This is an optimization exercise on Yosys and OpenROAD, whose aim is small area and few clock cycles, not a production implementation.
In this exercise RTL edits were held to simulation tests only and were not proved equivalent to the original.
Power figures rest on the tool's default switching activity, not on a simulated workload.

[flow/config.mk]
export PLATFORM = sky130hd
export DESIGN_NAME = nios_codec
export DESIGN_NICKNAME = nios_codec
export VERILOG_FILES = /design/flow/design.v
export SDC_FILE = /design/flow/constraint.sdc
export NUM_CORES = 4
export LEC_CHECK = 0
export CAP_MARGIN = 20
export CORE_MARGIN = 2
export CORE_UTILIZATION = 40
export SLEW_MARGIN = 20
[flow/constraint.sdc]
create_clock -name core_clock -period 7.0 [get_ports {clk}]
set_input_delay 1.4000 -clock core_clock [delete_from_list [all_inputs] [get_ports {clk}]]
set_output_delay 1.4000 -clock core_clock [all_outputs]
set_load 0.01 [all_outputs]
[flow/design.v]
module nios_codec (
    input  wire        clk,
    input  wire        rst,             
    input  wire        op_valid,
    output wire        op_ready,
    input  wire [63:0] op,
    output reg         rsp_valid,
    output wire [1:0]  rsp_kind,        
    output wire [63:0] rsp_data,
    output wire        ev_notice,
    output wire [5:0]  ev_notice_obs,
    output wire [5:0]  ev_notice_exp,
    output wire        ev_suppressed,
    output wire        ev_sample,
    output wire [31:0] ev_sample_val,
    output wire        ev_summary,
    output wire [34:0] ev_summary_val
);
    localparam [2:0] OP_NOP = 3'd0, OP_ENC = 3'd1, OP_CMDRD = 3'd2, OP_DSTART = 3'd3,
                     OP_DBYTE = 3'd4, OP_DEND = 3'd5, OP_READ = 3'd6, OP_RESET = 3'd7;
    localparam [1:0] PH_IDLE = 2'd0, PH_CMD = 2'd1, PH_DEC = 2'd2, PH_DONE = 2'd3;
    localparam [2:0] E_NONE = 3'd0, E_ARG = 3'd1, E_INPUT = 3'd2, E_SEQ = 3'd3, E_ILL = 3'd4;
    localparam [1:0] R_OK = 2'd0, R_VAL = 2'd1, R_FAULT = 2'd2, R_REFUSED = 2'd3;
    function [34:0] inc35(input [34:0] a, input ci);
        integer i; reg t;
        begin
            t = 1'b1;
            for (i = 0; i < 35; i = i + 1) begin
                inc35[i] = a[i] ^ (ci & t);
                t = t & a[i];
            end
        end
    endfunction
    function [5:0] inc6(input [5:0] a);
        integer i; reg c;
        begin
            c = 1'b1;
            for (i = 0; i < 6; i = i + 1) begin
                inc6[i] = a[i] ^ c;
                c = c & a[i];
            end
        end
    endfunction
    reg [1:0]  ph;
    reg [2:0]  err;
    reg [31:0] cmd;
    reg [34:0] rec_done;
    reg [1:0]  byte_idx;
    reg [23:0] asm_buf;
    reg [34:0] loss;
    reg [31:0] last_word;
    reg        last_mis;
    reg        have_rec;      
    reg  [33:0] half_total;
    reg  [6:0]  mwin;         
    reg  [2:0]  mcy;          
    reg  [5:0]  mcnt;
    wire        busy = |mcnt;
    wire        mb   = half_total[0];     
    wire [3:0]  msum = mb + mwin[0] + mwin[1] + mwin[2] + mwin[4] + mwin[6] + mcy;
    reg [1:0]  r_kind;
    reg        r_cmdrd;
    reg [2:0]  r_sel;
    reg        r_sample;
    reg        r_summary;
    reg [5:0]  r_exp;
    assign op_ready = ~(busy & op[63] & op[62]);
    wire       fire     = op_valid & op_ready;
    wire [2:0] opc      = op[63:61];
    wire       in_fault = |err;
    wire is_nop   = (opc == OP_NOP);
    wire is_enc   = (opc == OP_ENC);
    wire is_cmdrd = (opc == OP_CMDRD);
    wire is_dst   = (opc == OP_DSTART);
    wire is_dbyte = (opc == OP_DBYTE);
    wire is_dend  = (opc == OP_DEND);
    wire is_read  = (opc == OP_READ);
    wire is_reset = (opc == OP_RESET);
    wire or_hi   = |op[60:8];
    wire or_mid  = |op[7:3];
    wire or_lo   = |op[1:0];
    wire no_arg  = is_nop | is_dst | is_dend;
    wire rsv_bad = (or_hi & ~is_enc & ~is_reset) | (or_mid & (no_arg | is_cmdrd | is_read)) | (op[2] & (no_arg | is_cmdrd)) | (or_lo & no_arg);
    wire admitted = is_enc   ? (ph == PH_IDLE) :
                    is_cmdrd ? (ph != PH_IDLE) :
                    is_dst   ? (ph == PH_CMD)  :
                    (is_dbyte | is_dend) ? (ph == PH_DEC) : 1'b1;
    wire [34:0] total_calc = {half_total, 1'b0};
    wire        all_done   = busy ? ~|cmd[25:0] : (rec_done == total_calc);
    wire [5:0]  exp_ctr  = have_rec ? inc6(last_word[26:21]) : 6'd0;
    wire [31:0] rec_word = {asm_buf, op[7:0]};
    wire        rec_mis  = (rec_word[26:21] != exp_ctr);
    wire        loss_hz  = ~|loss[34:3];
    wire        loss_le5 = loss_hz & ~(loss[2] & loss[1]);
    wire        loss_eq5 = loss_hz & (loss[2:0] == 3'd5);
    wire        loss_ge5 = ~loss_hz | (loss[2] & (loss[1] | loss[0]));
    wire        enc_ch_bad = |op[57:29];
    wire go       = ~is_reset & ~in_fault;            
    wire legal    = go & ~rsv_bad & admitted;
    wire byte_bad = is_dbyte & all_done;
    wire end_bad  = is_dend & (byte_idx != 2'd0 || !all_done);
    wire arg_bad  = is_enc & enc_ch_bad;
    wire fault    = go & (rsv_bad | ~admitted | arg_bad | byte_bad | end_bad);
    wire [2:0] fault_code = rsv_bad ? E_ILL : ~admitted ? E_SEQ : arg_bad ? E_ARG : E_INPUT;
    wire do_reset  = is_reset;
    wire do_enc    = legal & is_enc & ~enc_ch_bad;
    wire do_dstart = legal & is_dst;
    wire do_byte   = legal & is_dbyte & ~all_done & (byte_idx != 2'd3);
    wire do_rec    = legal & is_dbyte & ~all_done & (byte_idx == 2'd3);
    wire do_dend   = legal & is_dend & ~end_bad;
    wire fault_ok  = (is_nop | is_read) & ~rsv_bad;   
    wire [1:0] n_kind = (~is_reset & in_fault) ? (fault_ok ? {1'b0, is_read} : R_REFUSED) :
                        fault ? R_FAULT :
                        {1'b0, go & (is_cmdrd | is_read)};
    always @(posedge clk) begin
        if (rst || (fire && do_reset)) begin
            ph        <= PH_IDLE;
            err       <= E_NONE;
            byte_idx  <= 2'd0;
            last_mis  <= 1'b0;
            have_rec  <= 1'b0;
        end else if (fire) begin
            if (fault) err <= fault_code;
            if (do_enc)    ph <= PH_CMD;
            if (do_dstart) ph <= PH_DEC;
            if (do_dend)   ph <= PH_DONE;
            if (do_byte)   byte_idx <= {byte_idx[1] ^ byte_idx[0], ~byte_idx[0]};
            if (do_rec) begin
                byte_idx  <= 2'd0;
                last_mis  <= rec_mis;
                have_rec  <= 1'b1;
            end
        end
    end
    wire clr = rst | (fire & do_reset);
    always @(posedge clk) begin
        rec_done <= inc35(rec_done, fire & do_rec) & {35{~clr}};
        loss     <= inc35(loss, fire & do_rec & rec_mis) & {35{~clr}};
    end
    always @(posedge clk)
        if (fire && do_enc) cmd <= {op[60], op[59:58], op[28:26], op[25:0]};
    always @(posedge clk)
        if (fire && do_rec) last_word <= rec_word;
    always @(posedge clk)
        if (fire && opc == OP_DBYTE) asm_buf <= {asm_buf[15:0], op[7:0]};
    always @(posedge clk) begin
        if (rst) mcnt <= 6'd0;
        else if (fire && do_enc) mcnt <= 6'd34;
        else if (busy) mcnt <= mcnt - 6'd1;
    end
    always @(posedge clk) begin
        if (fire && do_enc) begin
            half_total <= {8'd0, op[25:0]};
            mwin       <= 7'd0;
            mcy        <= 3'd0;
        end else if (busy) begin
            half_total <= {msum[0], half_total[33:1]};
            mwin       <= {mwin[5:0], mb};
            mcy        <= msum[3:1];
        end
    end
    always @(posedge clk) begin
        if (rst) rsp_valid <= 1'b0;
        else     rsp_valid <= fire;
    end
    always @(posedge clk) begin
        r_kind    <= n_kind;
        r_cmdrd   <= (opc == OP_CMDRD);
        r_sel     <= op[2:0];
        r_sample  <= do_rec;
        r_summary <= do_dend && !loss_le5;
        r_exp     <= exp_ctr;
    end
    wire [12:0] status_word = {loss_ge5, last_mis, byte_idx, 1'b0, err, 1'b0, in_fault, ph & {2{~in_fault}}};
    wire        rd_resp = ~r_kind[1] & ~r_cmdrd;
    wire        is_cb   = ~r_kind[1] & r_cmdrd;
    wire s_status = rd_resp & (r_sel == 3'd0);
    wire s_cmd    = rd_resp & (r_sel == 3'd1) & (ph != PH_IDLE);
    wire s_total  = rd_resp & (r_sel == 3'd2) & ph[1];
    wire s_done   = rd_resp & (r_sel == 3'd3);
    wire s_exp    = rd_resp & (r_sel == 3'd4);
    wire s_loss   = rd_resp & (r_sel == 3'd5);
    wire s_lw     = rd_resp & (r_sel[2:1] == 2'b11) & have_rec;
    wire s_sx     = s_lw & r_sel[0];
    wire s_err    = r_kind[1];
    wire s_clo = s_cmd | (is_cb & (r_sel[1:0] == 2'd3));
    wire [34:0] dsel =
          ({35{s_status}} & {22'd0, status_word})
        | ({35{s_cmd}}    & {3'd0, cmd[31:8], 8'd0})
        | ({35{s_clo}}    & {27'd0, cmd[7:0]})
        | ({35{s_total}}  & total_calc)
        | ({35{s_done}}   & rec_done)
        | ({35{s_exp}}    & {29'd0, exp_ctr})
        | ({35{s_loss}}   & loss)
        | ({35{s_lw}}     & {3'd0, s_sx ? {10{last_word[21]}} : last_word[31:22], last_word[21:0]})
        | ({35{s_err}}    & {32'd0, err})
        | ({35{is_cb & (r_sel[1:0] == 2'd0)}} & {27'd0, cmd[31:24]})
        | ({35{is_cb & (r_sel[1:0] == 2'd1)}} & {27'd0, cmd[23:16]})
        | ({35{is_cb & (r_sel[1:0] == 2'd2)}} & {27'd0, cmd[15:8]});
    assign rsp_kind = r_kind;
    assign rsp_data = {29'd0, dsel};
    assign ev_sample      = r_sample;
    assign ev_notice      = r_sample & last_mis & loss_le5;
    assign ev_suppressed  = r_sample & last_mis & loss_eq5;
    assign ev_notice_obs  = last_word[26:21];
    assign ev_notice_exp  = r_exp;
    assign ev_sample_val  = {{10{last_word[21]}}, last_word[21:0]};
    assign ev_summary     = r_summary;
    assign ev_summary_val = loss;
endmodule
[flow/flow/run.sh]
#!/bin/bash
# Standard ORFS layout (the standard.sh, unchanged synthesis), with two
# layout-only changes: ports are buffered with the smallest buffer cell, and
# clock tree synthesis inserts no dummy load cells.
set -euo pipefail
export BUFFER_PORTS_ARGS="-buffer_cell sky130_fd_sc_hd__buf_1"
export CTS_ARGS="-sink_clustering_enable -repair_clock_nets -dont_use_dummy_load"
bash standard.sh > flow.log 2>&1
[flow/standard.sh]
#!/bin/bash
# synth_recipe.tcl (not shown) runs the flow's synth.tcl, then flattens the netlist and writes it again
# the make line also repeats each setting of config.mk as NAME=value (left out here)
make -C /OpenROAD-flow-scripts/flow DESIGN_CONFIG=/design/flow/config.mk WORK_HOME=/design/flow/orfs CLKGATE_MAP_FILE= SYNTH_SCRIPT=/design/flow/synth_recipe.tcl "${@:-finish}"
==> flow_summary.toml, run 1 <==
[clock_network]
cts_buffers = 27
cts-hold-fix-buffers = 0
cts.sink_count = 232
cts_max_path_buffers = 3
clock_latency_ps = 550
cts_setup_buffers = 0
clk_pin_slew_ps = 50
root_buffer = "clkbuf_16"
cts_resized = 0
cts_tree = "yes"
cts_htree_levels = 1

[worst_setup_path]
worst_setup_path_end_kind = "register"
worst_ep_arrival_time_ps = 5160
worst_ep_required_time_ps = 7270
rrSetupSlack_ps = 2910
startpoint_type = "input pin"
crit_type = "in -> reg"
crit_fanout = 58

[power]
p_leak_nw = 4.40
max-vdd-ir-drop_mv = 0.192
powerDensity_nw_per_um2 = 290

[synth]
synth_cells = 1185
yosysSeqAreaShare_pct = 49.1
ys_seq_elements = 232
netlist_top_cells_count = "118 x dfxtp_1, 114 x edfxtp_1, 97 x nand2_1"
yosysTopAreaCell = "edfxtp_1"
ys_top_cells_by_area = "edfxtp_1 29%, dfxtp_1 20%, buf_4 4.3%, a21oi_1 3.2%, nand2_1 3.1%"
synth_most_common_cell = "dfxtp_1"
avgSynthCellArea_um2 = 9.95
postSynth.asyncResetShare_pct = 0
synthFlopType = "dfxtp_1"
yosysWarnings = 1
synthDistinctLibCells = 69
synth_edf_count = 114
synthesis.area_um2 = 11800
synth.top_cell.area_share_pct = 29.0

[worst_hold_path]
hold_path.class = "reg -> reg"

[detailed_routing]
detail-route-antenna-nets = 0
wl_per_cell_um = 23.9
routed_wl_um = 40400
drc_errors = 0
vias = 10400
dr.pass1.iters = 8
drt_iter0_drc = 1608
vias_per_cell = 6.15

[final_layout]
n_antenna_cell = 0
area_delta_synth_final_pct = 11.5
drive_above_1_share_pct = 7.10
num-fill-cells = 2811
fin_cells = 1693
final_nets = 1394
fin_util_pct = 45.5

[die]
io_pins = 218
rows = 62
dieWidth_um = 176
die_h_um = 176
initial_utilization_pct = 40.8
fp.coreArea_um2 = 28900
dieArea_um2 = 30900

[timing]
rsz0062_at_grt = "false"
slew_headroom_pct = 29.3
clock.fmax_mhz = 204
setup_viol = 0
min_period_ps = 4890
slew_violations = 0
period_share_pct = 69.9
fin_tns_setup_ps = 0
hold_violations = 0
skew_ps = 39.3
tightest_slew_ps = 1050

[placed_design]
place_inst = 1666
port-buffer-count = 188
gp_congestion = 0.952
dp_hpwl_um = 30100

[global_route]
grt_pass1_vias = 9170
grt-ovfl-total = 0
antenna_found_initial = 1
grt_max_degree = 59
grt_usage_pct = 25.3
grt_pass1_wl_um = 58600

[run_status]
outcome = "timing/DRC/antenna clean"

[flow_run]
maxCapViolations = 0
-- logic make-up (layout without fill, tap and decap cells) --
group	after synthesis	in the layout	synth area share, %
and+or+nand+nor	400	400	18.1
xor gates and xnor gates	59	59	4.38
muxes	37	37	3.42
adders and majority gates	16	16	1.95
AOI/OAI and AO/OA	263	263	15.1
other	1	29	0.0318
DFF	232	232	49.1
buffers and inverters	177	273	7.97
-- final cells by class --
type | instances | area, µm² | share of cell area (%)
sequential | 232 | 5790 | 44.0
multi-input combinational | 804 | 5190 | 39.5
timing repair buffer | 204 | 851 | 6.47
clock buffer | 27 | 676 | 5.14
tap | 384 | 480 | 3.66
inverter | 42 | 158 | 1.20
-- routing by layer --
| layer | share of wire (%) | routed length [µm] | track usage (%) | vias up |
|---|---|---|---|---|
| li1 | - | - | - | 4604 |
| met1 | 41 | 16500 | 36.4 | 5018 |
| met2 | 44 | 17800 | 38.2 | 674 |
| met3 | 11 | 4630 | 5.06 | 108 |
| met4 | 3.6 | 1470 | 8.13 | 0 |
| met5 | 0 | 0 | 0 | - |
-- where the power goes --
| part | total [mW] | internal (mW) | switching [mW] | leakage (nW) |
|---|---|---|---|---|
| logic | 0.793 | 0.317 | 0.476 | 2.05 |
| clock network | 1.19 | 0.670 | 0.516 | 0.333 |
| registers | 1.84 | 1.64 | 0.193 | 2.02 |
-- path summary, 6_finish.rpt --
kind,start,endpoint,depth (start not counted)
worst max-delay path,op[27],half_total[16]$_DFFE_PP_,10
worst min-delay path,asm_buf[19]$_DFFE_PP_,last_word[27]$_DFFE_PP_,0
worst max register to register,last_word[21]$_DFFE_PP_,loss[5]$_DFF_P_,12
worst min register to register,asm_buf[19]$_DFFE_PP_,last_word[27]$_DFFE_PP_,0
-- stage by stage --
step	power, mW	hold slack [ps]	worst slack (ps)	cell area [µm²]
floorplan	2.36	400	908	11900
global placement	2.62	402	1920	12500
detailed placement	2.64	415	1790	12500
CTS	3.82	427	2280	13100
global route	3.99	438	1940	13100
finish	3.82	425	2110	13100
-- critical path: stages --
cell and delay [ps]:
buf_1 90, nor4_1 760, nand4_1 350, o41ai_2 490, nand2_1 260, nor3_1 330
nand4_1 240, inv_2 440, buf_12 340, mux2_2 390
-- flip-flops by register name, summed over array words and instances (netlist names) --
signal,count
last_mis,1
rsp_valid,1
r_kind,2
half_total,34
asm_buf,24
r_sample,1
loss,35
mcnt,6
r_summary,1
rec_done,35
mcy,3
have_rec,1
byte_idx,2
ph,2
r_sel,3
err,3
last_word,32
mwin,7
cmd,32
r_exp,6
r_cmdrd,1
-- cells in the final DEF (no fill, tap or decap), types with 37 or more instances in the layout --
cell type	count
a21oi_1	76
buf_1	188
dfxtp_1	118
edfxtp_1	114
inv_1	41
nand2_1	97
nand3_1	44
nor2_1	52
nor4_1	50
o21ai_0	57
xor2_1	37
Testbench counts, summed over its fixed seeds: cycles 49,534.
==> run 2: changes to the inputs <==
--- a/flow/design.v
+++ b/flow/design.v
@@ -22,12 +22,16 @@
     localparam [2:0] E_NONE = 3'd0, E_ARG = 3'd1, E_INPUT = 3'd2, E_SEQ = 3'd3, E_ILL = 3'd4;
     localparam [1:0] R_OK = 2'd0, R_VAL = 2'd1, R_FAULT = 2'd2, R_REFUSED = 2'd3;
     function [34:0] inc35(input [34:0] a, input ci);
-        integer i; reg t;
+        integer i, k; reg c, cb;
         begin
-            t = 1'b1;
-            for (i = 0; i < 35; i = i + 1) begin
-                inc35[i] = a[i] ^ (ci & t);
-                t = t & a[i];
+            cb = ci;
+            for (i = 0; i < 35; i = i + 7) begin
+                c = cb;
+                for (k = 0; k < 7; k = k + 1) begin
+                    inc35[i+k] = a[i+k] ^ c;
+                    c = c & a[i+k];
+                end
+                cb = cb & (&a[i +: 7]);
             end
         end
     endfunction
==> flow/flow/run.sh (replaced) <==
#!/bin/bash
# Standard ORFS layout (the standard.sh, unchanged synthesis), with
# layout-only changes: ports are buffered with the smallest buffer cell, the
# clock tree uses small clock buffers in clusters of up to 10 and no dummy
# loads, and the tie cell of the constant outputs is not split per output.
set -euo pipefail
export BUFFER_PORTS_ARGS="-buffer_cell sky130_fd_sc_hd__buf_1"
export CTS_ARGS="-sink_clustering_enable -repair_clock_nets -dont_use_dummy_load -buf_list sky130_fd_sc_hd__clkbuf_4 -sink_clustering_size 10 -sink_clustering_max_diameter 40"
export SKIP_REPAIR_TIE_FANOUT=1
bash standard.sh > flow.log 2>&1
==> flow_summary.toml, run 2 <==
[power]
max-vdd-ir-drop_mv = 0.232
p_leak_nw = 4.88
powerDensity_nw_per_um2 = 269

[final_layout]
fin_util_pct = 44.1
num-fill-cells = 2793
final_common_cell = "buf_1"
final_cell_mix = "188 x buf_1, 154 x nand2_1, 118 x dfxtp_1"
fin_cells = 1590
final_nets = 1354
drive_above_1_share_pct = 6.28
area_delta_synth_final_pct = 7.98
top_regs = "loss: 35 flops, rec_done: 35 flops, half_total: 34 flops"

[synth]
synthSimpleGateAreaFrac_pct = 18.5
yosysTopAreaCell = "edfxtp_1"
synth.mux.area_fraction_pct = 0.878
synthAdderAreaFrac_pct = 8.38
synthFlopType = "dfxtp_1"
synthDistinctLibCells = 65
synth_top_family_by_area = "simple AND/OR/NAND/NOR gates"
synth_most_common_cell = "nand2_1"
synth_edf_count = 114
synth_compound_area_share_pct = 10.4
postSynth.asyncResetShare_pct = 0
yosysWarnings = 1
synth_cells = 1085
ys_seq_elements = 232
synthesis.area_um2 = 11400
yosysSeqAreaShare_pct = 50.7
ys_top_cells_by_area = "edfxtp_1 30%, dfxtp_1 21%, ha_1 7.7%, nand2_1 5.1%, buf_4 4.5%"
avgSynthCellArea_um2 = 10.5
yosys.area_share.xor_xnor_pct = 4.07
netlist_top_cells_count = "154 x nand2_1, 118 x dfxtp_1, 114 x edfxtp_1"
synth.top_cell.area_share_pct = 30.0

[worst_setup_path]
worst_ep_arrival_time_ps = 3310
worst_ep_required_time_ps = 5600
crit_chain = "nand2_1, nor3_1, o21ai_0, nand3_1, buf_1"
reg2reg_from = "last_word[21]$_DFFE_PN_"
rr_worst_depth = 19
crit_slowest_cell = "dfxtp_1"
crit_fanout = 16
rrSetupSlack_ps = 2680
critical-path-top-delay-family = "simple AND/OR/NAND/NOR gates"
cp.buffers_inverters = 1
reg2reg_to = "loss[34]$_DFF_P_"
slowest_delay_ps = 840
worst_setup_path_end_kind = "output port"
startpoint_type = "register"
crit_type = "reg -> out"
cp-startpoint = "r_sel[1]$_DFF_P_"

[global_route]
grt_pass1_vias = 8505
grt_pass1_wl_um = 53300
grt_max_degree = 85
grt-ovfl-total = 0
grt_usage_pct = 23.7
antenna_found_initial = 1

[clock_network]
cts_resized = 0
cts.sink_count = 232
cts_tree = "yes"
cts_htree_levels = 2
root_buffer = "clkbuf_4"
clk_pin_slew_ps = 90
cts_max_path_buffers = 3
clock_latency_ps = 650
cts_buffers = 39
cts_setup_buffers = 0
cts-hold-fix-buffers = 0

[placed_design]
dp_hpwl_um = 27400
port-buffer-count = 188
gp_congestion = 0.973
place_inst = 1550

[detailed_routing]
vias_per_cell = 5.60
wl_per_cell_um = 22.6
vias = 8908
routed_wl_um = 35900
drc_errors = 0
drt_iter0_drc = 941
dr.pass1.iters = 12
detail-route-antenna-nets = 0

[die]
dieArea_um2 = 29900
initial_utilization_pct = 40.8
dieWidth_um = 173
die_h_um = 173
rows = 61
fp.coreArea_um2 = 27900
io_pins = 218

[worst_hold_path]
min_from = "asm_buf[19]$_DFFE_PP_"
hold_depth = 0
hold_path.class = "reg -> reg"
holdPathEnd = "last_word[27]$_DFFE_PN_"

[timing]
rsz0062_at_grt = "false"
setup_viol = 0
fin_tns_setup_ps = 0
clock.fmax_mhz = 212
skew_ps = 63.1
slew_violations = 0
period_share_pct = 67.3
min_period_ps = 4710
hold_violations = 0
tightest_slew_ps = 1030
slew_headroom_pct = 31.4

[run_status]
outcome = "timing/DRC/antenna clean"

[flow_run]
maxCapViolations = 0
[run 2: cell count changes in the layout (fill, tap and decap cells not counted), moves of 19 or more]
cell       before  now
or3_1          36    7
o21ai_0        57   25
conb_1         29    1
clkbuf_16      27    0
nand2_1        97  154
o31ai_1        20    1
and2_1         12   60
ha_1           12   70
clkbuf_4        0   39
mux2_2         26    0
a21oi_1        76   30
[run 2: stage by stage]
stage	power (mW)	setup slack, ps	cell area, µm²	hold slack [ps]
3_5_place_dp	2.63	1920	12000	405
4_1_cts	3.34	2300	12300	418
6_report	3.31	2290	12300	419
2_1_floorplan	2.38	1750	11400	400
3_3_place_gp	2.61	2020	12000	404
5_1_grt	3.52	2090	12300	419
[run 2: power breakdown]
group          internal, mW  leakage, nW  switching [mW]  total [mW]
clock                 0.256        0.179           0.455       0.711
sequential             1.64         2.02           0.177        1.82
combinational         0.299         2.69           0.484       0.784
[run 2: layer usage]
layer,wire [µm],global-route usage [%],vias to the layer above
met3,3290,5.19,80
met2,15700,35.3,477
met5,0,0,-
met1,15300,32.5,4232
li1,-,-,4119
met4,1710,12.0,0
[run 2: worst reg2reg max path, cell delays in order, from the launching register on]
cell	delay (ps)
edfxtp_1	650
ha_1	320
ha_1	180
ha_1	180
ha_1	190
xor2_1	130
nand2_1	140
xnor2_1	170
nor4_1	510
nor2_2	100
nand4_1	210
nor4_2	80
ha_1	180
ha_1	180
ha_1	180
ha_1	180
ha_1	190
ha_1	190
xnor2_1	150
nor2_1	50
[run 2: worst max path at each step]
stage               slack (ps)  cells past startpoint                    to
floorplan                 1750                     14  rec_done[33]$_DFF_P_
global placement          2020                     15      loss[34]$_DFF_P_
detailed placement        1920                     15      loss[34]$_DFF_P_
CTS                       2300                     10           rsp_data[5]
global route              2090                      5          rsp_data[27]
finish                    2290                      5          rsp_data[27]
[run 2: kinds of logic (layout without fill, tap and decap cells)]
group,count (synthesis),in the layout
buffers and inverters,142,268
adders and majority gates,74,74
other,1,2
AOI/OAI and AO/OA,164,164
and+or+nand+nor,409,409
DFF,232,232
muxes,10,10
xor gates and xnor gates,53,53
[run 2: final cells by class]
class / instances / area, µm² / share of cell area [%]
flip-flops and latches: 232 / 5790 / 47.0
multi-input cells: 711 / 4850 / 39.4
repair buffers: 201 / 803 / 6.52
well taps: 378 / 473 / 3.84
clock buffers: 39 / 293 / 2.38
inverters: 28 / 105 / 0.854
diodes: 1 / 2.50 / 0.0203
Testbench counts of run 2, summed over its fixed seeds: cycles 49,534.
==> run 3: changes to the inputs <==
==> flow/flow/run.sh (replaced) <==
#!/bin/bash
# Standard ORFS layout (the standard.sh, unchanged synthesis), with
# layout-only changes: ports are buffered with the smallest buffer cell, the
# clock tree uses mid-size clock buffers in larger clusters and no dummy
# loads, and the tie cell of the constant outputs is not split per output.
set -euo pipefail
export BUFFER_PORTS_ARGS="-buffer_cell sky130_fd_sc_hd__buf_1"
export CTS_ARGS="-sink_clustering_enable -repair_clock_nets -dont_use_dummy_load -buf_list sky130_fd_sc_hd__clkbuf_8 -sink_clustering_size 20 -sink_clustering_max_diameter 60"
export SKIP_REPAIR_TIE_FANOUT=1
bash standard.sh > flow.log 2>&1
--- a/flow/config.mk
+++ b/flow/config.mk
@@ -7,5 +7,6 @@
 export LEC_CHECK = 0
 export CAP_MARGIN = 20
 export CORE_MARGIN = 2
-export CORE_UTILIZATION = 40
+export CORE_UTILIZATION = 65
+export PLACE_DENSITY = 0.75
 export SLEW_MARGIN = 20
==> flow_summary.toml, run 3 <==
[final_layout]
final_nets = 1331
multi_input_area_um2 = 4850
final_common_cell = "buf_1"
num-fill-cells = 1340
fin_util_pct = 70.0
final_cell_mix = "188 x buf_1, 154 x nand2_1, 118 x dfxtp_1"
design_area_um2 = 12100
area_delta_synth_final_pct = 5.75
n_antenna_cell = 0
drive_above_1_share_pct = 4.46
top_regs = "loss: 35 flops, rec_done: 35 flops, half_total: 34 flops"
seq_area_um2 = 5790

[synth]
yosysTopAreaCell = "edfxtp_1"
yosysWarnings = 1
yosysSeqAreaShare_pct = 50.7
ys_seq_elements = 232
synthDistinctLibCells = 65
synthesis.area_um2 = 11400
synth_edf_count = 114
synthFlopType = "dfxtp_1"
synth_most_common_cell = "nand2_1"
synth.top_cell.area_share_pct = 30.0
ys_top_cells_by_area = "edfxtp_1 30%, dfxtp_1 21%, ha_1 7.7%, nand2_1 5.1%, buf_4 4.5%"
synth_cells = 1085
postSynth.asyncResetShare_pct = 0
netlist_top_cells_count = "154 x nand2_1, 118 x dfxtp_1, 114 x edfxtp_1"
avgSynthCellArea_um2 = 10.5

[global_route]
grt_usage_pct = 34.7
grt-ovfl-total = 0
grt_max_degree = 66
grt_pass1_vias = 7881
grt_pass1_wl_um = 47700
antenna_found_initial = 1

[clock_network]
cts_max_path_buffers = 3
clock_latency_ps = 510
cts_buffers = 16
clk_pin_slew_ps = 110
cts_resized = 0
cts_tree = "yes"
cts.sink_count = 232
cts_setup_buffers = 0
cts_htree_levels = 1
root_buffer = "clkbuf_8"
cts-hold-fix-buffers = 0

[detailed_routing]
routed_wl_um = 32400
detail-route-antenna-nets = 0
wl_per_cell_um = 22.9
vias_per_cell = 6.33
drc_errors = 0
drt_iter0_drc = 1280
dr.pass1.iters = 7
vias = 8939

[placed_design]
gp_congestion = 1.01
port-buffer-count = 188
placedInstanceArea_um2 = 11800
dp_hpwl_um = 24800

[power]
pwr-share-seq_pct = 57.1
p_leak_nw = 4.82
max-vdd-ir-drop_mv = 0.455
p_int_mw = 2.15
p_switching_mw = 1.06
p_sw_share_pct = 32.9
powerDensity_nw_per_um2 = 266
p_clk_share_pct = 18.8
power_frac_comb_pct = 24.1

[worst_hold_path]
holdPathEnd = "last_word[29]$_DFFE_PN_"
hold_depth = 0
hold_path.class = "reg -> reg"
min_from = "asm_buf[21]$_DFFE_PP_"

[timing]
period_share_pct = 68.7
clock.fmax_mhz = 208
skew_ps = 30.7
setup_viol = 0
slew_headroom_pct = 34.1
fin_worst_hold_slack_ps = 433
hold_violations = 0
fin_tns_setup_ps = 0
min_period_ps = 4810
slew_violations = 0
tightest_slew_ps = 983
rsz0062_at_grt = "false"

[die]
io_pins = 218
initial_utilization_pct = 66.2
dieArea_um2 = 18600
die_h_um = 136
fp.coreArea_um2 = 17200
dieWidth_um = 136
rows = 48

[worst_setup_path]
startpoint_type = "input pin"
reg2reg_to = "loss[34]$_DFF_P_"
rr_worst_depth = 19
worst_setup_path_end_kind = "register"
crit_type = "in -> reg"
worst_ep_required_time_ps = 7390
crit_fanout = 36
reg2reg_from = "last_word[21]$_DFFE_PN_"
worst_ep_arrival_time_ps = 5200
rrSetupSlack_ps = 2400

[flow_run]
maxCapViolations = 0

[run_status]
outcome = "timing/DRC/antenna clean"
-- run 3: cell counts after synthesis --
Identical to the previous run, type by type.
-- run 3: per-stage QoR --
| stage | setup WS, ps | std cells | total power, mW |
|---|---|---|---|
| after floorplan | 1750 | 1085 | 2.38 |
| after global placement | 1730 | 1397 | 2.59 |
| after detailed placement | 1620 | 1397 | 2.62 |
| after CTS | 2150 | 1413 | 3.20 |
| after global routing | 1830 | 1413 | 3.39 |
| final | 2190 | 1413 | 3.21 |
-- run 3: worst max-delay path by stage --
stage	startpoint	end	slack, ps	depth (start not counted)
after floorplan	op[29]	rec_done[33]$_DFF_P_	1750	14
after global placement	op[25]	rec_done[34]$_DFF_P_	1730	17
after detailed placement	op[25]	rec_done[34]$_DFF_P_	1620	17
after CTS	op[25]	rec_done[33]$_DFF_P_	2150	16
after global routing	op[61]	rec_done[33]$_DFF_P_	1830	15
final	op[61]	rec_done[33]$_DFF_P_	2190	15
-- run 3: logic make-up after synthesis --
kind of cell | after synthesis | synth area share, %
xor+xnor | 53 | 4.07
flops | 232 | 50.7
buf+inv | 142 | 7.00
fa+ha+maj | 74 | 8.38
mux | 10 | 0.878
other cells | 1 | 0.0329
simple gates | 409 | 18.5
compound gates | 164 | 10.4
-- run 3: worst max-delay path, cell delays in order --
cell	delay (ps)
buf_1	710
a21oi_1	80
o31ai_1	540
nand4b_4	240
nor4_4	170
buf_4	470
nand2_2	160
nor4_2	300
ha_1	190
ha_1	140
ha_1	140
ha_1	140
ha_1	150
ha_1	220
and2_1	130
-- run 3: per-layer routing --
metal / track usage (%) / routed length (µm) / part of all wire [%]
met1: 52.3 / 13700 / 42
met2: 51.1 / 14100 / 44
met3: 4.14 / 3090 / 9.5
met4: 13.8 / 1460 / 4.5
met5: 0 / 0 / 0
-- run 3: cell type report --
cell class / count / area share [%]
Sequential cell: 232 / 48.0
Multi-Input combinational cell: 711 / 40.2
Timing Repair Buffer: 201 / 6.76
Tap cell: 225 / 2.33
Clock buffer: 16 / 1.83
Inverter: 28 / 0.872
-- run 3: power by group through the flow --
stage | combinational, mW | clock, mW | sequential (mW)
2_1_floorplan | 0.599 | 0 | 1.78
3_3_place_gp | 0.744 | 0 | 1.85
3_5_place_dp | 0.768 | 0 | 1.85
4_1_cts | 0.771 | 0.611 | 1.82
5_1_grt | 0.889 | 0.655 | 1.84
6_report | 0.773 | 0.603 | 1.83
==> run 4: changes to the inputs <==
--- a/flow/config.mk
+++ b/flow/config.mk
@@ -7,6 +7,5 @@
 export LEC_CHECK = 0
 export CAP_MARGIN = 20
 export CORE_MARGIN = 2
-export CORE_UTILIZATION = 65
-export PLACE_DENSITY = 0.75
+export CORE_UTILIZATION = 40
 export SLEW_MARGIN = 20
==> flow_summary.toml, run 4 <==
[run_status]
outcome = "timing/DRC/antenna clean"

[final_layout]
top_regs = "loss: 35 flops, rec_done: 35 flops, half_total: 34 flops"
final_cell_mix = "188 x buf_1, 154 x nand2_1, 118 x dfxtp_1"
final_common_cell = "buf_1"
drive_above_1_share_pct = 5.02
n_antenna_cell = 0
area_delta_synth_final_pct = 8.16
final_nets = 1338

[clock_network]
cts-hold-fix-buffers = 0
clk_pin_slew_ps = 110
cts_setup_buffers = 0
root_buffer = "clkbuf_8"
cts_resized = 0
cts_htree_levels = 1
cts_tree = "yes"
clock_latency_ps = 570
cts.sink_count = 232
cts_max_path_buffers = 3
cts_buffers = 23

[synth]
synth.top_cell.area_share_pct = 30.0
synthesis.area_um2 = 11400
postSynth.asyncResetShare_pct = 0
synth_edf_count = 114
yosysSeqAreaShare_pct = 50.7
yosysWarnings = 1
synth_compound_area_share_pct = 10.4
synth.mux.area_fraction_pct = 0.878
synthDistinctLibCells = 65
synthFlopType = "dfxtp_1"
netlist_top_cells_count = "154 x nand2_1, 118 x dfxtp_1, 114 x edfxtp_1"
ys_seq_elements = 232
ys_top_cells_by_area = "edfxtp_1 30%, dfxtp_1 21%, ha_1 7.7%, nand2_1 5.1%, buf_4 4.5%"
synth_top_family_by_area = "simple AND/OR/NAND/NOR gates"
synthAdderAreaFrac_pct = 8.38
yosys.area_share.xor_xnor_pct = 4.07
synth_most_common_cell = "nand2_1"
yosysTopAreaCell = "edfxtp_1"
synthSimpleGateAreaFrac_pct = 18.5
avgSynthCellArea_um2 = 10.5
synth_cells = 1085

[placed_design]
port-buffer-count = 188
dp_hpwl_um = 27400
pre_cts_ws_ps = 1920
gp_congestion = 0.973

[power]
max-vdd-ir-drop_mv = 0.227
p_switching_mw = 1.11
power_frac_comb_pct = 23.5
p_leak_nw = 4.87
total_power_mw = 3.35
p_sw_share_pct = 33.2
powerDensity_nw_per_um2 = 271
pwr-share-seq_pct = 54.4
p_clk_share_pct = 22.1
p_int_mw = 2.24

[worst_setup_path]
worst_setup_path_end_kind = "output port"
startpoint_type = "register"
critical-path-top-delay-family = "simple AND/OR/NAND/NOR gates"
worst_ep_required_time_ps = 5600
worst_ep_arrival_time_ps = 3190
crit_slowest_cell = "dfxtp_1"
slowest_delay_ps = 840
crit_type = "reg -> out"
crit_chain = "nand2_1, nor3_1, o21ai_0, nand3_1, buf_1"
cp.buffers_inverters = 1
crit_fanout = 16

[timing]
layout_setup_ws_ps = 2410
rsz0062_at_grt = "false"
period_share_pct = 65.5
clock.fmax_mhz = 218
slew_headroom_pct = 29.9
setup_viol = 0
fin_tns_setup_ps = 0
tightest_slew_ps = 1050
hold_violations = 0
min_period_ps = 4590
skew_ps = 55.2
slew_violations = 0

[global_route]
grt_pass1_wl_um = 53200
grt_usage_pct = 23.5
grt_pass1_vias = 8382
antenna_found_initial = 0
grt-ovfl-total = 0
grt_max_degree = 85

[die]
dieWidth_um = 173
fp.coreArea_um2 = 27900
dieArea_um2 = 29900
rows = 61
io_pins = 218
initial_utilization_pct = 40.8
die_h_um = 173

[flow_run]
maxCapViolations = 0

[detailed_routing]
dr.pass1.iters = 8
drt_iter0_drc = 1115
vias = 8846
vias_per_cell = 5.62
drc_errors = 0
wl_per_cell_um = 22.8
detail-route-antenna-nets = 0
routed_wl_um = 35900

[worst_hold_path]
hold_path.class = "reg -> reg"
==> run 4: cell counts after synthesis <==
Identical to the previous run, type by type.
==> run 4: layer usage <==
metal	global-route usage (%)	share of wire, %	vias up
met5	0	0	-
met4	10.7	5.0	0
met3	4.66	8.6	75
met2	35.3	43	475
met1	32.8	43	4220
li1	-	-	4076
==> run 4: power groups by stage <==
stage / registers, mW / clock network [mW] / logic [mW]
CTS: 1.81 / 0.762 / 0.789
global route: 1.84 / 0.815 / 0.896
detailed placement: 1.84 / 0 / 0.786
global placement: 1.84 / 0 / 0.770
floorplan: 1.78 / 0 / 0.599
finish: 1.82 / 0.740 / 0.785
==> run 4: stage by stage <==
step / cells / instance area (µm²) / hold slack [ps] / utilization, %
CTS: 1573 / 12300 / 368 / 44.2
finish: 1573 / 12300 / 371 / 44.2
global route: 1573 / 12300 / 367 / 44.2
detailed placement: 1550 / 12000 / 405 / 43.0
floorplan: 1085 / 11400 / 400 / -
global placement: 1550 / 12000 / 404 / 43.0
==> run 4: logic make-up (layout without fill, tap and decap cells) <==
logic type | Yosys count | in the layout
AND/OR/NAND/NOR | 409 | 409
flip-flops | 232 | 232
AO/OA/AOI/OAI | 164 | 164
buffers and inverters | 142 | 252
adder cells (fa/ha/maj) | 74 | 74
XOR/XNOR | 53 | 53
multiplexers | 10 | 10
other | 1 | 1
==> run 4: layout make-up <==
cell class / instances / area, µm²
sequential: 232 / 5790
inverter: 28 / 105
fill: 2789 / 15600
timing repair buffer: 201 / 803
multi-input combinational: 711 / 4850
clock buffer: 23 / 317
tap: 378 / 473
==> run 4: final timing paths <==
path                                   to  depth (start not counted)                    start  slack (ps)
setup reg to reg         loss[34]$_DFF_P_                         19  last_word[21]$_DFFE_PN_        2780
hold reg to reg   last_word[27]$_DFFE_PN_                          0    asm_buf[19]$_DFFE_PP_         370
hold / removal    last_word[27]$_DFFE_PN_                          0    asm_buf[19]$_DFFE_PP_         370
setup / recovery             rsp_data[27]                          5         r_sel[1]$_DFF_P_        2410
==> run 4: worst reg2reg max path: stages (launching register included) <==
cell	delay (ps)
edfxtp_1	630
ha_1	320
ha_1	180
ha_1	180
ha_1	190
xor2_1	130
nand2_1	140
xnor2_1	170
nor4_1	500
nor2_2	100
nand4_1	210
nor4_2	80
ha_1	180
ha_1	180
ha_1	180
ha_1	180
ha_1	190
ha_1	190
xnor2_1	150
nor2_1	50
==> run 5: changes to the inputs <==
==> flow/flow/run.sh (replaced) <==
#!/bin/bash
set -euo pipefail
export BUFFER_PORTS_ARGS="-buffer_cell sky130_fd_sc_hd__buf_1"
export CTS_ARGS="-sink_clustering_enable -repair_clock_nets -dont_use_dummy_load -buf_list sky130_fd_sc_hd__clkbuf_8 -sink_clustering_size 20 -sink_clustering_max_diameter 60"
export SKIP_REPAIR_TIE_FANOUT=1
bash standard.sh > flow.log 2>&1
--- a/flow/config.mk
+++ b/flow/config.mk
@@ -7,5 +7,6 @@
 export LEC_CHECK = 0
 export CAP_MARGIN = 20
 export CORE_MARGIN = 2
-export CORE_UTILIZATION = 40
+export CORE_UTILIZATION = 65
+export PLACE_DENSITY = 0.75
 export SLEW_MARGIN = 20
==> flow_summary.toml, run 5 <==
[die]
io_pins = 218
dieArea_um2 = 18600
dieWidth_um = 136
initial_utilization_pct = 66.2
die_h_um = 136
fp.coreArea_um2 = 17200
rows = 48

[placed_design]
port-buffer-count = 188
dp_hpwl_um = 24800
gp_congestion = 1.01

[detailed_routing]
dr.pass1.iters = 7
vias_per_cell = 6.33
routed_wl_um = 32400
vias = 8939
wl_per_cell_um = 22.9
drt_iter0_drc = 1280
drc_errors = 0
detail-route-antenna-nets = 0

[timing]
hold_violations = 0
setup_viol = 0
skew_ps = 30.7
period_share_pct = 68.7
fin_tns_setup_ps = 0
tightest_slew_ps = 983
slew_violations = 0
min_period_ps = 4810
clock.fmax_mhz = 208
rsz0062_at_grt = "false"
slew_headroom_pct = 34.1

[synth]
yosys.area_share.xor_xnor_pct = 4.07
synth_compound_area_share_pct = 10.4
ys_seq_elements = 232
synth_edf_count = 114
yosysTopAreaCell = "edfxtp_1"
avgSynthCellArea_um2 = 10.5
synth.top_cell.area_share_pct = 30.0
synth_cells = 1085
ys_top_cells_by_area = "edfxtp_1 30%, dfxtp_1 21%, ha_1 7.7%, nand2_1 5.1%, buf_4 4.5%"
yosysWarnings = 1
synthAdderAreaFrac_pct = 8.38
yosysSeqAreaShare_pct = 50.7
synth_most_common_cell = "nand2_1"
postSynth.asyncResetShare_pct = 0
synthSimpleGateAreaFrac_pct = 18.5
netlist_top_cells_count = "154 x nand2_1, 118 x dfxtp_1, 114 x edfxtp_1"
synthesis.area_um2 = 11400
synth_top_family_by_area = "simple AND/OR/NAND/NOR gates"
synth.mux.area_fraction_pct = 0.878
synthFlopType = "dfxtp_1"
synthDistinctLibCells = 65

[final_layout]
final_common_cell = "buf_1"
multi_input_area_um2 = 4850
final_nets = 1331
seq_area_um2 = 5790
top_regs = "loss: 35 flops, rec_done: 35 flops, half_total: 34 flops"
final_cell_mix = "188 x buf_1, 154 x nand2_1, 118 x dfxtp_1"
drive_above_1_share_pct = 4.46
area_delta_synth_final_pct = 5.75
num-fill-cells = 1340
n_antenna_cell = 0

[power]
powerDensity_nw_per_um2 = 266
max-vdd-ir-drop_mv = 0.455
p_leak_nw = 4.82
total_power_mw = 3.21

[clock_network]
clock_latency_ps = 510
cts_max_path_buffers = 3
cts_buffers = 16
cts_resized = 0
cts.sink_count = 232
cts_setup_buffers = 0
cts_tree = "yes"
cts-hold-fix-buffers = 0
cts_htree_levels = 1
root_buffer = "clkbuf_8"
clk_pin_slew_ps = 110

[global_route]
grt_use_met3_pct = 4.14
grt_pass1_vias = 7881
grt_max_degree = 66
grt.met2_usage_pct = 51.1
grt_usage_pct = 34.7
antenna_found_initial = 1
met1_usage_pct = 52.3
grt-ovfl-total = 0
grt.busiest_layer = "met1"
grt_pass1_wl_um = 47700

[worst_hold_path]
hold_path.class = "reg -> reg"

[worst_setup_path]
worst_ep_required_time_ps = 7390
worst_ep_arrival_time_ps = 5200
crit_fanout = 36
crit_type = "in -> reg"
worst_setup_path_end_kind = "register"
startpoint_type = "input pin"

[flow_run]
maxCapViolations = 0

[run_status]
outcome = "timing/DRC/antenna clean"
-- run 5: cell counts after synthesis --
Identical to the previous run, type by type.
-- run 5: cell families (layout without fill, tap and decap cells) --
logic type | count (synthesis) | after routing
xor gates and xnor gates | 53 | 53
and+or+nand+nor | 409 | 409
AOI/OAI and AO/OA | 164 | 164
buffers and inverters | 142 | 245
muxes | 10 | 10
DFF | 232 | 232
adders and majority gates | 74 | 74
other | 1 | 1
-- run 5: area by class of cell --
type	instances	area share (%)
Sequential cell	232	48.0
Multi-Input combinational cell	711	40.2
Timing Repair Buffer	201	6.76
Tap cell	225	2.33
Clock buffer	16	1.83
Inverter	28	0.872
-- run 5: critical path, stage by stage --
cell      delay (ps)
buf_1            710
a21oi_1           80
o31ai_1          540
nand4b_4         240
nor4_4           170
buf_4            470
nand2_2          160
nor4_2           300
ha_1             190
ha_1             140
ha_1             140
ha_1             140
ha_1             150
ha_1             220
and2_1           130
-- run 5: final timing paths --
path,from,to,slack [ps],cells after the start
setup reg to reg,last_word[21]$_DFFE_PN_,loss[34]$_DFF_P_,2400,19
setup / recovery,op[61],rec_done[33]$_DFF_P_,2190,15
hold / removal,asm_buf[21]$_DFFE_PP_,last_word[29]$_DFFE_PN_,430,0
hold reg to reg,asm_buf[21]$_DFFE_PP_,last_word[29]$_DFFE_PN_,430,0
-- run 5: metal layers --
layer / share of wire (%) / wire length [µm]
met1: 42 / 13700
met2: 44 / 14100
met3: 9.5 / 3090
met4: 4.5 / 1460
met5: 0 / 0
-- run 5: report_power, final --
group / internal (mW) / switching (mW) / total (mW) / leakage (nW)
sequential: 1.64 / 0.187 / 1.83 / 2.02
combinational: 0.299 / 0.475 / 0.773 / 2.69
clock: 0.208 / 0.395 / 0.603 / 0.115
total: 2.15 / 1.06 / 3.21 / 4.82
-- run 5: stage by stage --
stage	hold slack [ps]	util (%)	setup slack, ps	instances	instance area, µm²
after global placement	403	68.7	1730	1397	11800
final	433	70.0	2190	1413	12100
after global routing	439	70.0	1830	1413	12100
after floorplan	400	-	1750	1085	11400
after CTS	430	70.0	2150	1413	12100
after detailed placement	407	68.7	1620	1397	11800
==> run 6: changes to the inputs <==
==> flow/flow/run.sh (replaced) <==
#!/bin/bash
set -euo pipefail
export BUFFER_PORTS_ARGS="-buffer_cell sky130_fd_sc_hd__buf_1"
export CTS_ARGS="-sink_clustering_enable -repair_clock_nets -dont_use_dummy_load -buf_list sky130_fd_sc_hd__clkbuf_16 -sink_clustering_size 30 -sink_clustering_max_diameter 70"
export SKIP_REPAIR_TIE_FANOUT=1
bash standard.sh > flow.log 2>&1
==> flow_summary.toml, run 6 <==
[run_status]
outcome = "timing/DRC/antenna clean"

[global_route]
grt_pass1_wl_um = 47800
grt-ovfl-total = 0
grt_pass1_vias = 7927
grt_usage_pct = 34.9
grt_max_degree = 66
antenna_found_initial = 1

[final_layout]
area_delta_synth_final_pct = 6.67
n_antenna_cell = 0
top_regs = "loss: 35 flops, rec_done: 35 flops, half_total: 34 flops"
drive_above_1_share_pct = 4.22
final_common_cell = "buf_1"
design_area_um2 = 12200
fin_util_pct = 70.6
final_nets = 1328
final_cell_mix = "188 x buf_1, 154 x nand2_1, 118 x dfxtp_1"

[clock_network]
clk_pin_slew_ps = 90
cts_buffers = 13
cts.sink_count = 232
cts_max_path_buffers = 3
cts_htree_levels = 1
cts_resized = 0
clock_latency_ps = 480
cts-hold-fix-buffers = 0
root_buffer = "clkbuf_16"
cts_setup_buffers = 0
cts_tree = "yes"

[worst_setup_path]
startpoint_type = "input pin"
worst_ep_arrival_time_ps = 5250
crit_slowest_cell = "buf_1"
crit_type = "in -> reg"
crit_chain = "buf_1, a21oi_1, o31ai_1, nand4b_4, nor4_4, buf_4, nand2_2, nor4_2, ha_1, ha_1, ha_1, ha_1, ha_1, ha_1, and2_1"
rrSetupSlack_ps = 2430
crit_fanout = 36
cpMostUsedCell = "ha_1"
slowest_delay_ps = 740
worst_ep_required_time_ps = 7330
critical-path-top-delay-family = "buffers and inverters"
cp.buffers_inverters = 2
worst_setup_path_end_kind = "register"

[synth]
synth.mux.area_fraction_pct = 0.878
synth_edf_count = 114
synth_top_family_by_area = "simple AND/OR/NAND/NOR gates"
netlist_top_cells_count = "154 x nand2_1, 118 x dfxtp_1, 114 x edfxtp_1"
yosys.area_share.xor_xnor_pct = 4.07
synth_compound_area_share_pct = 10.4
ys_seq_elements = 232
yosysSeqAreaShare_pct = 50.7
yosysWarnings = 1
synthSimpleGateAreaFrac_pct = 18.5
synthAdderAreaFrac_pct = 8.38
synthFlopType = "dfxtp_1"
synth.top_cell.area_share_pct = 30.0
synthDistinctLibCells = 65
postSynth.asyncResetShare_pct = 0
yosysTopAreaCell = "edfxtp_1"
ys_top_cells_by_area = "edfxtp_1 30%, dfxtp_1 21%, ha_1 7.7%, nand2_1 5.1%, buf_4 4.5%"
synthesis.area_um2 = 11400
synth_cells = 1085
avgSynthCellArea_um2 = 10.5
synth_most_common_cell = "nand2_1"

[timing]
clock.fmax_mhz = 204
min_period_ps = 4910
fin_worst_hold_slack_ps = 428
tightest_slew_ps = 1030
rsz0062_at_grt = "false"
setup_viol = 0
period_share_pct = 70.2
hold_violations = 0
slew_violations = 0
skew_ps = 42.4
slew_headroom_pct = 31.6
fin_tns_setup_ps = 0

[die]
die_h_um = 136
initial_utilization_pct = 66.2
io_pins = 218
rows = 48
dieWidth_um = 136
dieArea_um2 = 18600
fp.coreArea_um2 = 17200

[flow_run]
maxCapViolations = 0

[power]
power_frac_comb_pct = 23.2
p_int_mw = 2.28
p_switching_mw = 1.07
pwr-share-seq_pct = 54.8
powerDensity_nw_per_um2 = 275
p_clk_share_pct = 22.1
p_sw_share_pct = 32.0
p_leak_nw = 4.87
max-vdd-ir-drop_mv = 0.454

[placed_design]
gp_congestion = 1.01
dp_hpwl_um = 24800
placedInstanceArea_um2 = 11800
port-buffer-count = 188

[detailed_routing]
vias_per_cell = 6.36
drt_iter0_drc = 1330
detail-route-antenna-nets = 0
dr.pass1.iters = 9
routed_wl_um = 32600
drc_errors = 0
vias = 8974
wl_per_cell_um = 23.1

[worst_hold_path]
hold_path.class = "reg -> reg"
## run 6: cell counts after synthesis
Identical to the previous run, type by type.
## run 6: final timing paths
check | from | endpoint | cells after the start
worst max-delay path | op[61] | rec_done[33]$_DFF_P_ | 15
worst min-delay path | asm_buf[22]$_DFFE_PP_ | last_word[30]$_DFFE_PN_ | 0
worst max register to register | last_word[21]$_DFFE_PN_ | loss[34]$_DFF_P_ | 19
worst min register to register | asm_buf[22]$_DFFE_PP_ | last_word[30]$_DFFE_PN_ | 0
## run 6: metal layers
layer / GRT usage, % / part of all wire (%) / up-vias
met5: 0 / 0 / -
met4: 12.3 / 4.3 / 0
met3: 4.70 / 9.5 / 68
met2: 52.6 / 44 / 604
met1: 51.6 / 42 / 4237
li1: - / - / 4065
## run 6: logic make-up after synthesis
| kind of cell | Yosys count |
|---|---|
| xor gates and xnor gates | 53 |
| and+or+nand+nor | 409 |
| muxes | 10 |
| other | 1 |
| AOI/OAI and AO/OA | 164 |
| buffers and inverters | 142 |
| DFF | 232 |
| adders and majority gates | 74 |
## run 6: area by class of cell
type / count / area, µm²
Multi-Input combinational cell: 711 / 4850
Fill cell: 1336 / 5070
Clock buffer: 13 / 325
Timing Repair Buffer: 201 / 816
Tap cell: 225 / 282
Sequential cell: 232 / 5790
Inverter: 28 / 105
## run 6: stage by stage
stage	worst slack [ps]	cells	power (mW)
2_1_floorplan	1750	1085	2.38
3_3_place_gp	1730	1397	2.59
3_5_place_dp	1620	1397	2.62
4_1_cts	2070	1410	3.34
5_1_grt	1750	1410	3.52
6_report	2090	1410	3.34
## run 6: power groups by stage
stage | combinational (mW) | clock, mW | sequential (mW)
floorplan | 0.599 | 0 | 1.78
global placement | 0.744 | 0 | 1.85
detailed placement | 0.768 | 0 | 1.85
CTS | 0.772 | 0.748 | 1.82
global route | 0.890 | 0.788 | 1.84
finish | 0.775 | 0.738 | 1.83
## run 6: worst register-to-register path, cell delays in order, from the launching register on
cell and delay [ps]:
edfxtp_1 680, ha_1 340, ha_1 190, ha_1 180
ha_1 180, xor2_1 120, nand2_1 150, xnor2_1 170
nor4_1 670, nor2_2 130, nand4_1 240, nor4_2 90
ha_1 190, ha_1 180, ha_1 180, ha_1 180
ha_1 180, ha_1 180, xnor2_1 150, nor2_1 50
==> run 7: changes to the inputs <==
==> flow/flow/run.sh (replaced) <==
#!/bin/bash
# Standard ORFS layout (the standard.sh, unchanged synthesis), with
# layout-only changes: ports are buffered with the smallest buffer cell, the
# clock tree uses mid-size clock buffers in clusters of up to 16 and no dummy
# loads, and the tie cell of the constant outputs is not split per output.
set -euo pipefail
export BUFFER_PORTS_ARGS="-buffer_cell sky130_fd_sc_hd__buf_1"
export CTS_ARGS="-sink_clustering_enable -repair_clock_nets -dont_use_dummy_load -buf_list sky130_fd_sc_hd__clkbuf_8 -sink_clustering_size 16 -sink_clustering_max_diameter 45"
export SKIP_REPAIR_TIE_FANOUT=1
bash standard.sh > flow.log 2>&1
==> flow_summary.toml, run 7 <==
[synth]
synth.mux.area_fraction_pct = 0.878
synth_most_common_cell = "nand2_1"
synthesis.area_um2 = 11400
netlist_top_cells_count = "154 x nand2_1, 118 x dfxtp_1, 114 x edfxtp_1"
yosysWarnings = 1
synthFlopType = "dfxtp_1"
avgSynthCellArea_um2 = 10.5
synth.top_cell.area_share_pct = 30.0
ys_seq_elements = 232
synthDistinctLibCells = 65
synthAdderAreaFrac_pct = 8.38
yosysSeqAreaShare_pct = 50.7
yosys.area_share.xor_xnor_pct = 4.07
ys_top_cells_by_area = "edfxtp_1 30%, dfxtp_1 21%, ha_1 7.7%, nand2_1 5.1%, buf_4 4.5%"
synth_compound_area_share_pct = 10.4
yosysTopAreaCell = "edfxtp_1"
synth_cells = 1085
synth_edf_count = 114
synthSimpleGateAreaFrac_pct = 18.5
postSynth.asyncResetShare_pct = 0
synth_top_family_by_area = "simple AND/OR/NAND/NOR gates"

[clock_network]
cts-hold-fix-buffers = 0
cts.sink_count = 232
cts_tree = "yes"
cts_max_path_buffers = 3
cts_buffers = 27
clock_latency_ps = 570
clk_pin_slew_ps = 80
cts_htree_levels = 1
cts_setup_buffers = 0
cts_resized = 0
root_buffer = "clkbuf_8"

[global_route]
grt_usage_pct = 34.9
grt_max_degree = 66
grt_use_met3_pct = 4.92
grt.busiest_layer = "met2"
grt.met2_usage_pct = 51.9
grt_pass1_vias = 8028
grt-ovfl-total = 0
antenna_found_initial = 1
grt_pass1_wl_um = 48000
met1_usage_pct = 51.7

[worst_setup_path]
worst_ep_arrival_time_ps = 5250
crit_fanout = 36
rrSetupSlack_ps = 2360
worst_ep_required_time_ps = 7400
worst_setup_path_end_kind = "register"
startpoint_type = "input pin"
crit_type = "in -> reg"
reg2reg_from = "last_word[21]$_DFFE_PN_"
cp-startpoint = "op[61]"

[power]
total_power_mw = 3.38
powerDensity_nw_per_um2 = 276
max-vdd-ir-drop_mv = 0.459
p_leak_nw = 4.90

[timing]
period_share_pct = 69.2
rsz0062_at_grt = "false"
clock.fmax_mhz = 206
slew_violations = 0
fin_tns_setup_ps = 0
tightest_slew_ps = 1040
hold_violations = 0
setup_viol = 0
layout_setup_ws_ps = 2150
skew_ps = 61.5
fin_worst_hold_slack_ps = 427
min_period_ps = 4850
slew_headroom_pct = 30.7

[detailed_routing]
wl_per_cell_um = 22.9
routed_wl_um = 32600
drt_iter0_drc = 1345
dr.pass1.iters = 10
detail-route-antenna-nets = 0
vias = 8971
drc_errors = 0
vias_per_cell = 6.30

[final_layout]
final_common_cell = "buf_1"
final_cell_mix = "188 x buf_1, 154 x nand2_1, 118 x dfxtp_1"
drive_above_1_share_pct = 5.34
fin_cells = 1424
final_nets = 1342
num-fill-cells = 1324
n_antenna_cell = 0
top_regs = "loss: 35 flops, rec_done: 35 flops, half_total: 34 flops"
area_delta_synth_final_pct = 7.08

[die]
rows = 48
fp.coreArea_um2 = 17200
io_pins = 218
dieWidth_um = 136
die_h_um = 136
initial_utilization_pct = 66.2
dieArea_um2 = 18600

[flow_run]
maxCapViolations = 0

[worst_hold_path]
hold_path.class = "reg -> reg"
min_from = "mwin[3]$_SDFFE_PP0N_"

[placed_design]
dp_hpwl_um = 24800
place_inst = 1397
port-buffer-count = 188
gp_congestion = 1.01
pre_cts_ws_ps = 1620

[run_status]
outcome = "timing/DRC/antenna clean"
run 7: cell counts after synthesis:
No cell type changed its count.
run 7: area by class of cell:
class | instances | area [µm²] | share of cell area [%]
Sequential cell | 232 | 5790 | 47.4
Multi-Input combinational cell | 711 | 4850 | 39.7
Timing Repair Buffer | 201 | 816 | 6.68
Clock buffer | 27 | 372 | 3.04
Tap cell | 225 | 282 | 2.31
Inverter | 28 | 105 | 0.861
run 7: kinds of logic after synthesis:
logic type                 Yosys count
buffers and inverters              142
adders and majority gates           74
muxes                               10
other                                1
xor gates and xnor gates            53
DFF                                232
AOI/OAI and AO/OA                  164
and+or+nand+nor                    409
run 7: power by group:
| group | internal [mW] | switching (mW) |
|---|---|---|
| clock network | 0.340 | 0.429 |
| logic | 0.299 | 0.474 |
| registers | 1.64 | 0.189 |
| total | 2.28 | 1.09 |
run 7: worst paths after layout:
check,end,depth (start not counted)
setup / recovery,rec_done[33]$_DFF_P_,15
setup reg to reg,loss[34]$_DFF_P_,19
hold / removal,mwin[4]$_SDFFE_PP0N_,2
hold reg to reg,mwin[4]$_SDFFE_PP0N_,2
run 7: layer usage:
layer | vias to the layer above | routed length, µm
met5 | - | 0
met4 | 0 | 1360
met3 | 85 | 3230
met2 | 574 | 14300
met1 | 4232 | 13700
li1 | 4080 | -
run 7: worst max-delay path, stage by stage:
cell and delay (ps):
buf_1 750, a21oi_1 80, o31ai_1 550, nand4b_4 230, nor4_4 170, buf_4 470
nand2_2 170, nor4_2 300, ha_1 190, ha_1 140, ha_1 140, ha_1 140
ha_1 150, ha_1 220, and2_1 130
run 7: per-stage QoR:
step	util (%)	cell area, µm²
floorplan	-	11400
global placement	68.7	11800
detailed placement	68.7	11800
CTS	70.8	12200
global route	70.8	12200
finish	70.8	12200

==> separate check: timing with driven ports <==
Ports are ideal in the flow. The routed layouts listed here were re-timed in OpenROAD. Step 1 sets driving cells, clkbuf_16 on the clock port and buf_2 on the other inputs (assumed; they add their load-dependent delay and slew). Step 2 times the ports against the registers' clock, not the clock port: input delays grow and output delays shrink by t, the midpoint of the rising clock arrivals with the driver on. Slacks: no drivers / after step 1 / after step 2; pairs: no drivers / after step 1.
run	shift t [ns]	slack for setup (ns)	worst setup path at the end	slew at the worst register clock pin (ns)
run 1	0.578	2.109 / 2.135 / 1.558	input to register	0.07 / 0.07
run 2	0.660	2.287 / 2.244 / 1.874	input to register	0.12 / 0.12
run 3	0.532	2.192 / 2.202 / 1.669	input to register	0.12 / 0.12
run 4	0.589	2.414 / 2.368 / 1.895	input to register	0.11 / 0.11
run 5	0.532	2.192 / 2.202 / 1.669	input to register	0.12 / 0.12
run 6	0.506	2.087 / 2.103 / 1.598	input to register	0.11 / 0.11
run 7	0.577	2.153 / 2.165 / 1.588	input to register	0.10 / 0.10
After both steps setup and hold are still met in every run listed. For run 7, which loses most, drivers alone change the setup slack by +0.012 ns; drivers and shift together by -0.565 ns.
